Background: an optimization exercise with open tools, aiming at small area. Do not read the settings as production practice. No run shown here included a check of the RTL's function; only the layout flow was run. No activity file was given, so power comes from the tool's default toggle rates.

$ cat design/flow/standard.sh
#!/bin/bash
# synth_recipe.tcl (not shown) runs the flow's synth.tcl, then flattens the netlist and writes it again
# the make line also repeats each setting of config.mk as NAME=value (left out here)
make -C /OpenROAD-flow-scripts/flow DESIGN_CONFIG=/design/flow/config.mk WORK_HOME=/design/flow/orfs CLKGATE_MAP_FILE= SYNTH_SCRIPT=/design/flow/synth_recipe.tcl "${@:-finish}"
$ cat design/flow/flow/run.sh
#!/bin/bash
set -euo pipefail
export BUFFER_PORTS_ARGS="-buffer_cell sky130_fd_sc_hd__buf_1"
export CTS_ARGS="-sink_clustering_enable -repair_clock_nets -dont_use_dummy_load -buf_list sky130_fd_sc_hd__clkbuf_16 -sink_clustering_size 30 -sink_clustering_max_diameter 80"
bash standard.sh finish > standard_flow.log 2>&1
$ cat design/flow/config.mk
export PLATFORM = sky130hd
export DESIGN_NAME = osc4_audio
export DESIGN_NICKNAME = osc4_audio
export VERILOG_FILES = /design/flow/design.v
export SDC_FILE = /design/flow/constraint.sdc
export NUM_CORES = 4
export LEC_CHECK = 0
export CAP_MARGIN = 20
export CORE_MARGIN = 2
export CORE_UTILIZATION = 40
export CTS_BUF_LIST = sky130_fd_sc_hd__clkbuf_16
export CTS_CLUSTER_DIAMETER = 80
export CTS_CLUSTER_SIZE = 30
export SLEW_MARGIN = 20
$ cat design/flow/constraint.sdc
create_clock -name core_clock -period 15.0 [get_ports {clk}]
set_input_delay 3.0000 -clock core_clock [delete_from_list [all_inputs] [get_ports {clk}]]
set_output_delay 3.0000 -clock core_clock [all_outputs]
set_load 0.01 [all_outputs]
$ cat design/flow/design.v
module osc4_audio (
    input  wire        clk,
    input  wire        rst,
    input  wire        cmd_valid,
    output wire        cmd_ready,
    input  wire [31:0] cmd_word,
    output wire [15:0] level_a,
    output wire [15:0] level_b,
    output wire        fault,
    output wire [1:0]  cause,
    output wire [31:0] fault_op
);
    localparam [23:0] KSL    = {6'd11, 6'd11, 6'd52, 6'd63};
    localparam [15:0] DEC_M  = 16'd871;     
    reg [5:0] cnt;
    reg       clr;         
    reg       tick_r;      
    reg       setf_r;      
    reg       decay_r;     
    reg [1:0] v_r;         
    assign cmd_ready = (cnt == 6'd0);
    wire c0  = (cnt == 6'd0);
    wire c1  = (cnt == 6'd1);
    wire c41 = (cnt == 6'd41);
    wire c11 = (cnt == 6'd11);
    wire c24 = (cnt == 6'd24);
    wire c25 = (cnt == 6'd25);
    wire c31 = (cnt == 6'd31);
    wire c63 = (cnt == 6'd63);
    wire short_f   = !tick_r && !setf_r && !clr;
    wire frame_end = c63 || (c31 && short_f);
    wire [3:0]  op  = cmd_word[31:28];
    wire [3:0]  sel = cmd_word[27:24];
    wire [23:0] imm = cmd_word[23:0];
    reg reserved;
    always @(*) begin
        case (op)
            4'h1, 4'h2: reserved = 1'b0;
            4'h3:       reserved = (imm[23:2] != 22'd0);
            4'h4, 4'h7: reserved = (cmd_word[27:0] != 28'd0);
            4'h5:       reserved = (sel > 4'd2);
            4'h6:       reserved = (sel != 4'd0);
            4'h8:       reserved = (sel != 4'd0) || (imm[23:4] != 20'd0);
            4'h9:       reserved = (sel != 4'd0) || (imm[23:3] != 21'd0);
            default:    reserved = 1'b1;
        endcase
    end
    wire is_voice_op = (op == 4'h1) || (op == 4'h2) || (op == 4'h3);
    wire bad_voice   = is_voice_op && (sel >= 4'd4);
    wire [11:0] cap  = imm[23:12];
    wire cap_hi0 = (cap[11:6] == 6'd0);
    wire lt54    = cap_hi0 && !(cap[5] && cap[4] && (cap[3] || (cap[2] && cap[1])));
    wire lt9     = cap_hi0 && !cap[5] && !cap[4] && !(cap[3] && (cap[2] || cap[1] || cap[0]));
    wire bad_cap     = (op == 4'h5) && ((sel == 4'd0) ? lt54 : lt9);
    wire do_fault    = reserved || bad_voice || bad_cap;
    wire [1:0] fault_cause = reserved ? 2'd3 : bad_voice ? 2'd2 : 2'd1;
    wire fault_e;
    wire acc_tok = cmd_valid && c0 && !fault && !rst;    
    wire f_wr    = acc_tok && do_fault;
    wire exec    = acc_tok && !do_fault;
    always @(posedge clk) begin
        if (rst) begin
            cnt     <= 6'd1;
            clr     <= 1'b1;
            tick_r  <= 1'b0;
            setf_r  <= 1'b0;
            decay_r <= 1'b0;
            v_r     <= 2'd0;
        end else begin
            cnt <= (c31 && short_f) ? 6'd0 : cnt + 6'd1;
            if (c63) clr <= 1'b0;
            if (c0) begin
                tick_r  <= exec && (op == 4'h8);
                setf_r  <= exec && (op == 4'h1);
                decay_r <= exec && (op == 4'h4);
                v_r     <= sel[1:0];
            end
        end
    end
    reg [31:0] F;
    wire f_ld = acc_tok;
    wire f_lh = acc_tok && do_fault;     
    wire f_kp = !rst && !acc_tok && !(frame_end && !fault_e);
    always @(posedge clk)
        F <= ({{f_ld, {8{f_lh}}, {23{f_ld}}}} & {cmd_word[0], cmd_word[31:1]}) | ({32{f_kp}} & {F[0], F[31:1]});
    assign fault_op = F;
    wire [5:0] new_vol = imm[23] ? 6'd0 : imm[5:0];
    wire w1_32  = (cnt >= 6'd1)  && (cnt <= 6'd32);
    wire le24   = (cnt <= 6'd24);
    wire w9_32  = (cnt >= 6'd9)  && (cnt <= 6'd32);
    wire w10_33 = (cnt >= 6'd10) && (cnt <= 6'd33);
    wire ge25   = (cnt >= 6'd25);
    wire setf_wr = setf_r && (cnt >= 6'd25) && (cnt <= 6'd49);
    wire [15:0] DEC_T = {DEC_M[14:0], 1'b0} & 16'h07fe;    
    wire dec_bit = (cnt[5:4] == 2'd0) && DEC_T[cnt[3:0]];
    wire lw0 = tick_r && (cnt >= 6'd25) && (cnt <= 6'd31);
    wire lw1 = tick_r && (cnt >= 6'd32) && (cnt <= 6'd38);
    wire lw2 = tick_r && (cnt >= 6'd39) && (cnt <= 6'd40);
    wire [3:0] sgate;
    assign sgate[0] = !cnt[5];
    assign sgate[1] = (cnt[5:3] != 3'd0) && !(cnt[5] && (cnt[4] || cnt[3]));
    assign sgate[2] = cnt[5] ^ cnt[4];
    assign sgate[3] = cnt[5] ^ cnt[4];
    wire [3:0] smp;
    wire       mixbit;
    wire       pbit;
    wire [15:0] lvl;
    genvar g;
    generate
        for (g = 0; g < 4; g = g + 1) begin : voice
            reg [31:0] P;       
            reg [31:0] S;       
            reg [5:0]  vol;
            reg [1:0]  kind;
            reg        carry, dec, nzg, borrow, seen;
            reg [5:0]  acc;
            wire sel_me = (cmd_word[25:24] == g);
            wire set_v = exec && op == 4'h2 && sel_me;
            wire set_w = exec && op == 4'h3 && sel_me;
            wire dec_v = decay_r && c11 && (g < 2) && !rst;
            wire v_imm = set_v && !imm[23];
            wire v_hld = !rst && !set_v && !dec_v;
            wire k_hld = !rst && !set_w;
            always @(posedge clk) begin
                vol  <= ({6{v_imm}} & imm[5:0]) | ({6{dec_v}} & acc) | ({6{v_hld}} & vol);
                kind <= ({2{set_w}} & imm[1:0]) | ({2{k_hld}} & kind);
            end
            wire b24  = P[0];
            wire s24  = S[0];
            wire z7   = (P[7:1] == 7'd0);
            wire o7   = (P[7:1] == 7'h7f);
            wire mid  = b24 ? o7 : z7;
            wire zsum = carry ? (s24 ? (o7 && !b24) : (o7 && b24))
                              : (s24 ? (o7 && b24)  : (z7 && !b24));
            wire pfz  = carry ? (s24 ? o7 : mid) : (s24 ? mid : z7);
            wire cond = !zsum;
            wire y    = le24 ? S[0] : c25 ? (S[0] ^ cond) : dec;
            wire sum  = P[0] ^ y ^ carry;
            wire cout = (P[0] & y) | (P[0] & carry) | (y & carry);
            always @(posedge clk) begin
                carry <= !c0 && cout;
                if (c25) dec <= cond && !S[0];
            end
            wire p_add = !clr && tick_r && w1_32;
            wire p_rot = !clr && !(tick_r && w1_32);
            always @(posedge clk)
                P <= {(p_add && sum) || (p_rot && P[0]), P[31:1]};
            wire s_wr  = !clr && setf_wr && v_r == g;
            wire s_rot = !clr && !(setf_wr && v_r == g);
            wire s7_in = (s_wr && pbit) || (s_rot && S[8]);
            if (g == 0) begin : lv
                always @(posedge clk)
                    S <= {S[0], S[31:9], s7_in, S[7:2], lw0 ? mixbit : S[1]};
                assign lvl[6:0] = {S[0], S[31:26]};
            end else if (g == 1) begin : lv
                always @(posedge clk)
                    S <= {S[0], S[31:27], lw1 ? mixbit : S[26], S[25:9], s7_in, S[7:1]};
                assign lvl[13:7] = {S[0], S[31:26]};
            end else if (g == 2) begin : lv
                always @(posedge clk)
                    S <= {S[0], S[31:20], lw2 ? mixbit : S[19], S[18:9], s7_in, S[7:1]};
                assign lvl[15:14] = S[27:26];
            end else begin : lv
                always @(posedge clk)
                    S <= {S[0], S[31:29], f_wr || S[28], f_wr ? fault_cause[1] : S[27],
                          f_wr ? fault_cause[0] : S[26], S[25:9], s7_in, S[7:1]};
                assign fault   = S[28];
                assign cause   = S[27:26];
                assign fault_e = S[29];
            end
            wire [5:0] a = setf_r ? KSL[6*g +: 6] : vol;
            wire p31   = P[31];               
            wire accnz = (acc != 6'd0);
            wire gt    = !pfz || (p31 && accnz);
            wire sqf   = !pfz || (p31 && nzg);
            wire rnd   = F[g + 7];
            wire base  = w10_33 && p31;
            wire fin = kind[1] ? (kind[0] ? (c25 && rnd) : (base ^ borrow))
                               : (kind[0] ? (w9_32 && sum) : (c25 && sqf));
            wire fin_s = sgate[g] && F[28 - 6 * g];
            wire fin_d = (g < 2) && dec_bit;
            wire in = (tick_r && fin) || (setf_r && fin_s) || (decay_r && fin_d);
            wire [5:0] opd = a & {6{in}};
            wire [6:0] mcy;
            wire [5:0] msum;
            assign mcy[0] = 1'b0;
            genvar b;
            for (b = 0; b < 6; b = b + 1) begin : madd
                assign msum[b]  = acc[b] ^ opd[b] ^ mcy[b];
                assign mcy[b+1] = (acc[b] & opd[b]) | (acc[b] & mcy[b]) | (opd[b] & mcy[b]);
            end
            wire [6:0] sacc = {mcy[6], msum};
            always @(posedge clk) acc <= sacc[6:1];
            wire ng = tick_r && kind[1] && !kind[0] && gt;
            always @(posedge clk) begin
                nzg    <= c1 ? 1'b0 : le24 ? (nzg || p31) : c25 ? ng : nzg;
                borrow <= c25 ? ng : (!c41 && borrow && !base);
                seen   <= ge25 && (seen || sacc[0]);
            end
            assign smp[g] = sacc[0] ^ (nzg && seen);
        end
    endgenerate
    reg mc1, mc2, mc3;
    wire m1  = smp[0] ^ smp[1] ^ mc1;
    wire m1c = (smp[0] & smp[1]) | (smp[0] & mc1) | (smp[1] & mc1);
    wire m2  = m1 ^ smp[2] ^ mc2;
    wire m2c = (m1 & smp[2]) | (m1 & mc2) | (smp[2] & mc2);
    wire m3  = m2 ^ smp[3] ^ mc3;
    wire m3c = (m2 & smp[3]) | (m2 & mc3) | (smp[3] & mc3);
    wire mclr = c0 || (tick_r && c24);
    always @(posedge clk) begin
        mc1 <= !mclr && m1c;
        mc2 <= !mclr && m2c;
        mc3 <= !mclr && m3c;
    end
    assign mixbit = m3;
    assign pbit   = m3;
    assign level_a = lvl;
    assign level_b = lvl;
endmodule
==> impl_summary.log, run 1 <==
INFO  metric critical_path.startpoint_type = register
INFO  metric timing_worst_slew_pin_value = 894 ps
INFO  metric total_power = 1.57 mW
INFO  metric pin_count = 103
INFO  metric design.die.area = 0.0323 sq mm
INFO  metric path_max_fanout = 16
INFO  metric fin_setup_tns = 0 ps
INFO  metric tritoncts = built
INFO  metric final_area = 0.0133 sq mm
INFO  metric htree_levels = 1
INFO  metric synth_area_leader_cell = dfxtp_1
INFO  metric cts_inserted_buffers = 17
INFO  metric grt_setup_unrepaired = no
INFO  metric synth_ff_type = dfxtp_1
INFO  metric finalClockSkew = 62.7 ps
INFO  metric antennaDiodeCount = 0
INFO  metric post_dp_cell_area = 0.0129 sq mm
INFO  metric clkSinkCount = 379
INFO  metric cts_root_buffer = clkbuf_16
INFO  metric synth.distinct_cells = 70
INFO  metric worstSetupPathType = register to register
INFO  metric synth.ff_latch_count = 379
INFO  metric netlist_instances = 1,062
INFO  metric cts.reportedPaths.clkPinSlew = 110 ps
INFO  metric timing.hold.worst.class = register to register
INFO  metric final_layout_size_suffix_gt1_share = 5.99%
INFO  metric drc = 0
INFO  metric reg2regPathDepth = 18
INFO  metric fin_nets = 1,199
INFO  metric regToRegStartpoint = cnt[5]$_SDFF_PP0_
INFO  metric post_synth.cell_area_avg = 11.6 sq um
INFO  metric slew_headroom = 40.3%
INFO  metric worst_path_dominant_cell_family = adder cells
INFO  metric slew_viol_final = 0
INFO  metric cts_hold_buffers = 0
INFO  metric timing_hold_violations_final = 0
INFO  metric synthMostInstantiatedCell = dfxtp_1
INFO  metric fmaxAchievable = 0.164 GHz
INFO  metric grt-ovfl-total = 0
INFO  metric wirelength = 24,600 um
INFO  metric postSynth.asyncResetShare = 0%
INFO  metric wire_length_of_the_first_global_routing_pass = 40,100 um
INFO  metric worst_r2r_endpoint = voice[0].S[0]$_DFF_P_
INFO  metric critPathMostFrequentCell = fa_1
INFO  metric synth_seq_area_share = 61.7%
INFO  metric min_period_over_period = 40.6%
INFO  metric worst_hold_path.endpoint = voice[3].P[9]$_DFF_P_
INFO  metric run_status = finished clean
INFO  metric worstHoldPathCells = 0
INFO  metric grt_start_max_net_pins = 36
INFO  metric worstPathBufferInverterCount = 3
INFO  metric regToRegSetupSlack = 8910 ps
INFO  metric die_height = 180 um
INFO  metric yosysWarnings = 1
INFO  metric critical-path-slowest-cell = a221oi_1
INFO  metric synth_top_area_share = 60.7%
INFO  metric place_inst = 1,498
INFO  metric dieWidth = 180 um
INFO  metric core_region_area = 0.0305 sq mm
INFO  metric critPathCaptureType = register
INFO  metric avgViaCountPerCell = 5.05
INFO  metric instances_no_fill = 1,515
INFO  metric portBuffers = 102
INFO  metric ir_drop = 84.7 uV
INFO  metric final_antenna_net_count = 0
INFO  metric final.min_clock_period = 6090 ps
INFO  metric post_synth_main_area_contributors = dfxtp_1, fa_1, nor2_1
INFO  metric worst_slack = 8910 ps
INFO  metric power.static_leakage = 5.13 nW
INFO  metric vias_in_the_first_global_route = 7,498
INFO  metric synthesis.nets = 1,140
INFO  metric finalSetupViolations = 0
INFO  metric synth_enable_flop_cells = 4
INFO  metric worstHoldStart = voice[3].P[10]$_DFF_P_
INFO  metric detailedRoute.firstIterationViolations = 536
INFO  metric synth.cell_area = 0.0124 sq mm
INFO  metric filler_cell_count = 2,879
INFO  metric cts-root-to-sink-buffers = 3
INFO  metric synthToLayoutAreaGrowth = 7.86%
INFO  metric cellPowerDensity = 118 mW/mm^2
INFO  metric worstPathRequired = 15,420 ps
INFO  metric max_cap_viol_count = 0
INFO  metric dpl.hpwl = 17,600 um
INFO  metric via_count = 7,656
INFO  metric cp_data_arrival_time = 6510 ps
INFO  metric initial_core_util = 40.5%
INFO  metric path_cells = inv_1 > ha_1 > nand4b_1 > inv_1 > nor2_1 > a211oi_1 > a21oi_1 > fa_1 > inv_1 > a41o_1 > a221oi_1 > nor3_1 > ha_1 > xnor2_1 > fa_1 > fa_1 > fa_1 > mux2_2
INFO  metric antenna_found_initial = 0
INFO  metric grt_util_all_layers = 15.2%
INFO  metric post_drt_wl_per_cell = 16.2 um
INFO  metric dp_slack = 8950 ps
INFO  metric post_cts_resized = 0
INFO  metric detailed_router_iteration_count_before_antenna_repair = 5
INFO  metric post_cts_buffers = 0
INFO  metric max_stage_delay = 640 ps
INFO  metric place.gp.congestion = 0.930
INFO  metric clk-insertion-delay-late = 520 ps
INFO  metric num_rows = 64
INFO  metric yosys-top-cells-count = dfxtp_1, nor2_1, nand2_1, inv_1, buf_4
==> state kept, by name (all words and copies together) (netlist names) <==
signal / cells
mc3: 1
voice.kind: 8
v_r: 2
mc2: 1
decay_r: 1
tick_r: 1
voice.seen: 4
mc1: 1
voice.vol: 24
cnt: 6
voice.dec: 4
voice.P: 128
voice.acc: 24
F: 32
voice.carry: 4
voice.S: 128
voice.borrow: 4
setf_r: 1
clr: 1
voice.nzg: 4
==> kinds of logic (layout without fill, tap and decap cells) <==
group	after synthesis	count (layout)	share of synthesized area [%]
XOR/XNOR	14	14	0.991
AND/OR/NAND/NOR	310	310	13.2
multiplexers	36	36	3.09
flip-flops	379	379	61.7
buffers and inverters	114	171	4.64
adder cells (fa/ha/maj)	48	48	6.39
AO/OA/AOI/OAI	161	161	10.1
==> stage by stage <==
step           utilization, %  hold slack (ps)
4_1_cts                  43.7              288
6_report                 43.7              297
3_5_place_dp             42.3              312
5_1_grt                  43.7              294
3_3_place_gp             42.3              310
2_1_floorplan               -              310
==> worst max path at each step <==
stage                       from  slack [ps]  cells after the start                    end
2_1_floorplan  cnt[5]$_SDFF_PP0_        9420                     19  voice[0].S[0]$_DFF_P_
3_3_place_gp   cnt[5]$_SDFF_PP0_        9080                     18  voice[0].S[0]$_DFF_P_
3_5_place_dp   cnt[5]$_SDFF_PP0_        8950                     18  voice[0].S[0]$_DFF_P_
6_report       cnt[5]$_SDFF_PP0_        8910                     18  voice[0].S[0]$_DFF_P_
5_1_grt        cnt[5]$_SDFF_PP0_        8460                     19  voice[3].S[7]$_DFF_P_
4_1_cts        cnt[5]$_SDFF_PP0_        8900                     18  voice[0].S[0]$_DFF_P_
==> power breakdown <==
part / switching [mW] / internal, mW
clock network: 0.289 / 0.205
logic: 0.0334 / 0.0173
registers: 0.00782 / 1.02
==> area by class of cell <==
| cell class | count | area [sq um] | area share, % |
|---|---|---|---|
| clock buffer | 17 | 425 | 3.19 |
| inverter | 44 | 165 | 1.24 |
| multi-input combinational | 569 | 4180 | 31.4 |
| sequential | 379 | 7630 | 57.2 |
| tap | 396 | 495 | 3.71 |
| timing repair buffer | 110 | 443 | 3.32 |
==> layer usage <==
| layer | GRT usage [%] | vias up | wire length (um) |
|---|---|---|---|
| met5 | 0 | - | 0 |
| met4 | 4.07 | 0 | 623 |
| met3 | 2.86 | 47 | 1420 |
| met2 | 23.3 | 208 | 10500 |
| met1 | 21.9 | 3661 | 12000 |
| li1 | - | 3740 | - |
==> worst reg2reg max path: stages, from the launching register on <==
cell,delay [ps]
dfxtp_1,450
inv_1,180
ha_1,250
nand4b_1,240
inv_1,500
nor2_1,80
a211oi_1,220
a21oi_1,90
fa_1,540
inv_1,60
a41o_1,200
a221oi_1,640
nor3_1,130
ha_1,330
xnor2_1,210
fa_1,490
fa_1,500
fa_1,570
mux2_2,300
==> cell usage in the layout (no fill, tap or decap), types with 17 or more instances in the layout <==
master / synthesis / layout
nor3_1: 19 / 18
nor2b_1: 26 / 26
buf_1: 1 / 102
a21oi_1: 22 / 22
dfxtp_1: 375 / 375
nand2b_1: 20 / 20
a22o_1: 32 / 32
clkbuf_16: 0 / 17
inv_1: 44 / 44
fa_1: 27 / 27
nand2_1: 68 / 68
nor2_1: 86 / 86
mux2_2: 17 / 17
mux2i_1: 19 / 19
nand4_1: 18 / 18
o21ai_0: 17 / 17
==> run 2, diff against run 1 <==
==> design/flow/flow/run.sh (replaced) <==
#!/bin/bash
set -euo pipefail
export BUFFER_PORTS_ARGS="-buffer_cell sky130_fd_sc_hd__buf_1"
export CTS_ARGS="-sink_clustering_enable -repair_clock_nets -dont_use_dummy_load -buf_list sky130_fd_sc_hd__clkbuf_16 -sink_clustering_size 40 -sink_clustering_max_diameter 60"
bash standard.sh finish > standard_flow.log 2>&1
--- a/design/flow/config.mk
+++ b/design/flow/config.mk
@@ -9,6 +9,6 @@
 export CORE_MARGIN = 2
-export CORE_UTILIZATION = 40
+export CORE_UTILIZATION = 60
 export CTS_BUF_LIST = sky130_fd_sc_hd__clkbuf_16
-export CTS_CLUSTER_DIAMETER = 80
-export CTS_CLUSTER_SIZE = 30
+export CTS_CLUSTER_DIAMETER = 60
+export CTS_CLUSTER_SIZE = 40
 export SLEW_MARGIN = 20
==> impl_summary.log, run 2 <==
INFO  metric gr-usage-met1 = 32.0%
INFO  metric final.min_clock_period = 6040 ps
INFO  metric synth.distinct_cells = 70
INFO  metric synth_top_area_share = 60.7%
INFO  metric clk-insertion-delay-late = 540 ps
INFO  metric post_drt_wl_per_cell = 17.0 um
INFO  metric cp_data_arrival_time = 6440 ps
INFO  metric max_cap_viol_count = 0
INFO  metric yosys-top-cells-count = dfxtp_1, nor2_1, nand2_1, inv_1, buf_4
INFO  metric timing_hold_violations_final = 0
INFO  metric yosysWarnings = 1
INFO  metric final_area = 0.0133 sq mm
INFO  metric slew_headroom = 40.6%
INFO  metric cts.reportedPaths.clkPinSlew = 110 ps
INFO  metric synthToLayoutAreaGrowth = 7.25%
INFO  metric initial_core_util = 61.1%
INFO  metric tritoncts = built
INFO  metric synth_ff_type = dfxtp_1
INFO  metric slew_viol_final = 0
INFO  metric finalClockSkew = 74.3 ps
INFO  metric grt_util_all_layers = 22.0%
INFO  metric detailed_router_iteration_count_before_antenna_repair = 5
INFO  metric post_synth_main_area_contributors = dfxtp_1, fa_1, nor2_1
INFO  metric synthesis.nets = 1,140
INFO  metric post_cts_buffers = 0
INFO  metric fmaxAchievable = 0.165 GHz
INFO  metric dpl.hpwl = 16,800 um
INFO  metric worstSetupPathType = register to register
INFO  metric worst_r2r_endpoint = voice[0].S[0]$_DFF_P_
INFO  metric fin_nets = 1,203
INFO  metric cts_inserted_buffers = 20
INFO  metric fin_setup_tns = 0 ps
INFO  metric final_layout_size_suffix_gt1_share = 6.32%
INFO  metric regToRegStartpoint = cnt[5]$_SDFF_PP0_
INFO  metric drc = 0
INFO  metric final_common_cell = dfxtp_1
INFO  metric htree_levels = 1
INFO  metric worst_hold_path.endpoint = voice[3].S[6]$_DFF_P_
INFO  metric finalSetupViolations = 0
INFO  metric ir_drop = 104 uV
INFO  metric grt_start_max_net_pins = 41
INFO  metric path_max_fanout = 16
INFO  metric via_count = 7,525
INFO  metric clkSinkCount = 379
INFO  metric cts-root-to-sink-buffers = 3
INFO  metric grt_setup_unrepaired = no
INFO  metric grt.met3_usage = 3.21%
INFO  metric num_rows = 52
INFO  metric worstHoldStart = voice[3].S[7]$_DFF_P_
INFO  metric reg.largest.list = voice.P x128, voice.S x128, F x32
INFO  metric netlist_instances = 1,062
INFO  metric cts_root_buffer = clkbuf_16
INFO  metric grt_most_used_layer = met2
INFO  metric synth.cell_area = 0.0124 sq mm
INFO  metric min_period_over_period = 40.3%
INFO  metric synth.ff_latch_count = 379
INFO  metric antennaDiodeCount = 0
INFO  metric grt-ovfl-total = 0
INFO  metric portBuffers = 102
INFO  metric synth_seq_area_share = 61.7%
INFO  metric final_cell_mix = dfxtp_1, buf_1, nor2_1
INFO  metric cellPowerDensity = 121 mW/mm^2
INFO  metric core_region_area = 0.0202 sq mm
INFO  metric synth_enable_flop_cells = 4
INFO  metric cts_hold_buffers = 0
INFO  metric vias_in_the_first_global_route = 7,305
INFO  metric post_cts_resized = 0
INFO  metric synth_area_leader_cell = dfxtp_1
INFO  metric synthMostInstantiatedCell = dfxtp_1
INFO  metric detailedRoute.firstIterationViolations = 489
INFO  metric antenna_found_initial = 0
INFO  metric die_height = 148 um
INFO  metric globalRouteMet2Util = 34.5%
INFO  metric power.static_leakage = 5.17 nW
INFO  metric post_synth.cell_area_avg = 11.6 sq um
INFO  metric final_antenna_net_count = 0
INFO  metric worstPathRequired = 15,400 ps
INFO  metric pin_count = 103
INFO  metric wirelength = 23,700 um
INFO  metric avgViaCountPerCell = 5.40
INFO  metric regToRegSetupSlack = 8960 ps
INFO  metric design.die.area = 0.0218 sq mm
INFO  metric timing_worst_slew_pin_value = 889 ps
INFO  metric crit_start = cnt[5]$_SDFF_PP0_
INFO  metric total_power = 1.61 mW
INFO  metric worstHoldPathCells = 0
INFO  metric place.gp.congestion = 0.908
INFO  metric post_dp_cell_area = 0.0128 sq mm
INFO  metric reg2regPathDepth = 18
INFO  metric postSynth.asyncResetShare = 0%
INFO  metric critPathCaptureType = register
INFO  metric fin_util = 65.6%
INFO  metric timing.hold.worst.class = register to register
INFO  metric critical_path.startpoint_type = register
INFO  metric dieWidth = 148 um
INFO  metric run_status = finished clean
INFO  metric wire_length_of_the_first_global_routing_pass = 38,300 um
==> run 2: cell counts after synthesis <==
Identical to the previous run, type by type.
==> run 2: power by group <==
part           total (mW)  internal, mW  switching (mW)
Combinational      0.0499        0.0175          0.0325
Sequential           1.02          1.02         0.00768
Clock               0.531         0.238           0.292
==> run 2: worst max-delay path, cell delays in order (launching register included) <==
cell and delay (ps):
dfxtp_1 450, inv_1 170, ha_1 240, nand4b_1 220, inv_1 510, nor2_1 90
a211oi_1 200, a21oi_1 80, fa_1 520, inv_1 50, a41o_1 190, a221oi_1 650
nor3_1 120, ha_1 340, xnor2_1 220, fa_1 480, fa_1 500, fa_1 580
mux2_2 300
==> run 2: worst max path at each step <==
stage	depth (start not counted)	endpoint	slack (ps)
after floorplan	19	voice[0].S[0]$_DFF_P_	9420
after global placement	18	voice[2].S[18]$_DFF_P_	9160
after detailed placement	18	voice[2].S[18]$_DFF_P_	8960
after CTS	18	voice[0].S[0]$_DFF_P_	8950
after global routing	19	voice[3].S[7]$_DFF_P_	8550
final	18	voice[0].S[0]$_DFF_P_	8960
==> run 2: per-stage QoR <==
stage | hold WS, ps | instances | setup slack, ps
4_1_cts | 267 | 1393 | 8950
3_5_place_dp | 312 | 1373 | 8960
5_1_grt | 263 | 1393 | 8550
2_1_floorplan | 310 | 1062 | 9420
6_report | 265 | 1393 | 8960
3_3_place_gp | 310 | 1373 | 9160
==> run 2: metal layers <==
| layer | vias to the layer above | share of wire (%) |
|---|---|---|
| met5 | - | 0 |
| met2 | 191 | 43 |
| met1 | 3551 | 50 |
| met4 | 0 | 2.8 |
| met3 | 41 | 4.1 |
| li1 | 3742 | - |
==> run 2: final cells by class <==
| class | instances | area [sq um] |
|---|---|---|
| Clock buffer | 20 | 500 |
| Fill cell | 1581 | 6970 |
| Inverter | 44 | 165 |
| Multi-Input combinational cell | 569 | 4180 |
| Sequential cell | 379 | 7630 |
| Tap cell | 270 | 338 |
| Timing Repair Buffer | 111 | 450 |
==> run 2: cells by family (layout without fill, tap and decap cells) <==
| kind of cell | after synthesis | after routing | share of synthesized area (%) |
|---|---|---|---|
| AOI/OAI and AO/OA | 161 | 161 | 10.1 |
| xor gates and xnor gates | 14 | 14 | 0.991 |
| adders and majority gates | 48 | 48 | 6.39 |
| buffers and inverters | 114 | 175 | 4.64 |
| DFF | 379 | 379 | 61.7 |
| muxes | 36 | 36 | 3.09 |
| and+or+nand+nor | 310 | 310 | 13.2 |

==> afterwards: timing with drivers on the ports <==
In the flow no input, the clock included, has a driving cell. The finished layouts below were timed again as built, in two steps. Step 1: set_driving_cell puts a clkbuf_16 on clk and a buf_2 on each other input, an assumption about the parent block. Step 2, shift: input delay + t, output delay - t, t = (earliest + latest rising clock arrival at the registers) / 2. This alone moves slack from input paths to output paths. Slacks: ideal ports / drivers / drivers and shift; pairs: ideal ports / drivers.
| run | shift t [ns] | setup WS [ns] | worst setup path after step 2 |
|---|---|---|---|
| run 1 | 0.537 | 8.909 / 8.909 / 8.909 | register to register |
| run 2 | 0.550 | 8.955 / 8.955 / 8.955 | register to register |
After both steps setup and hold are still met in every run listed.
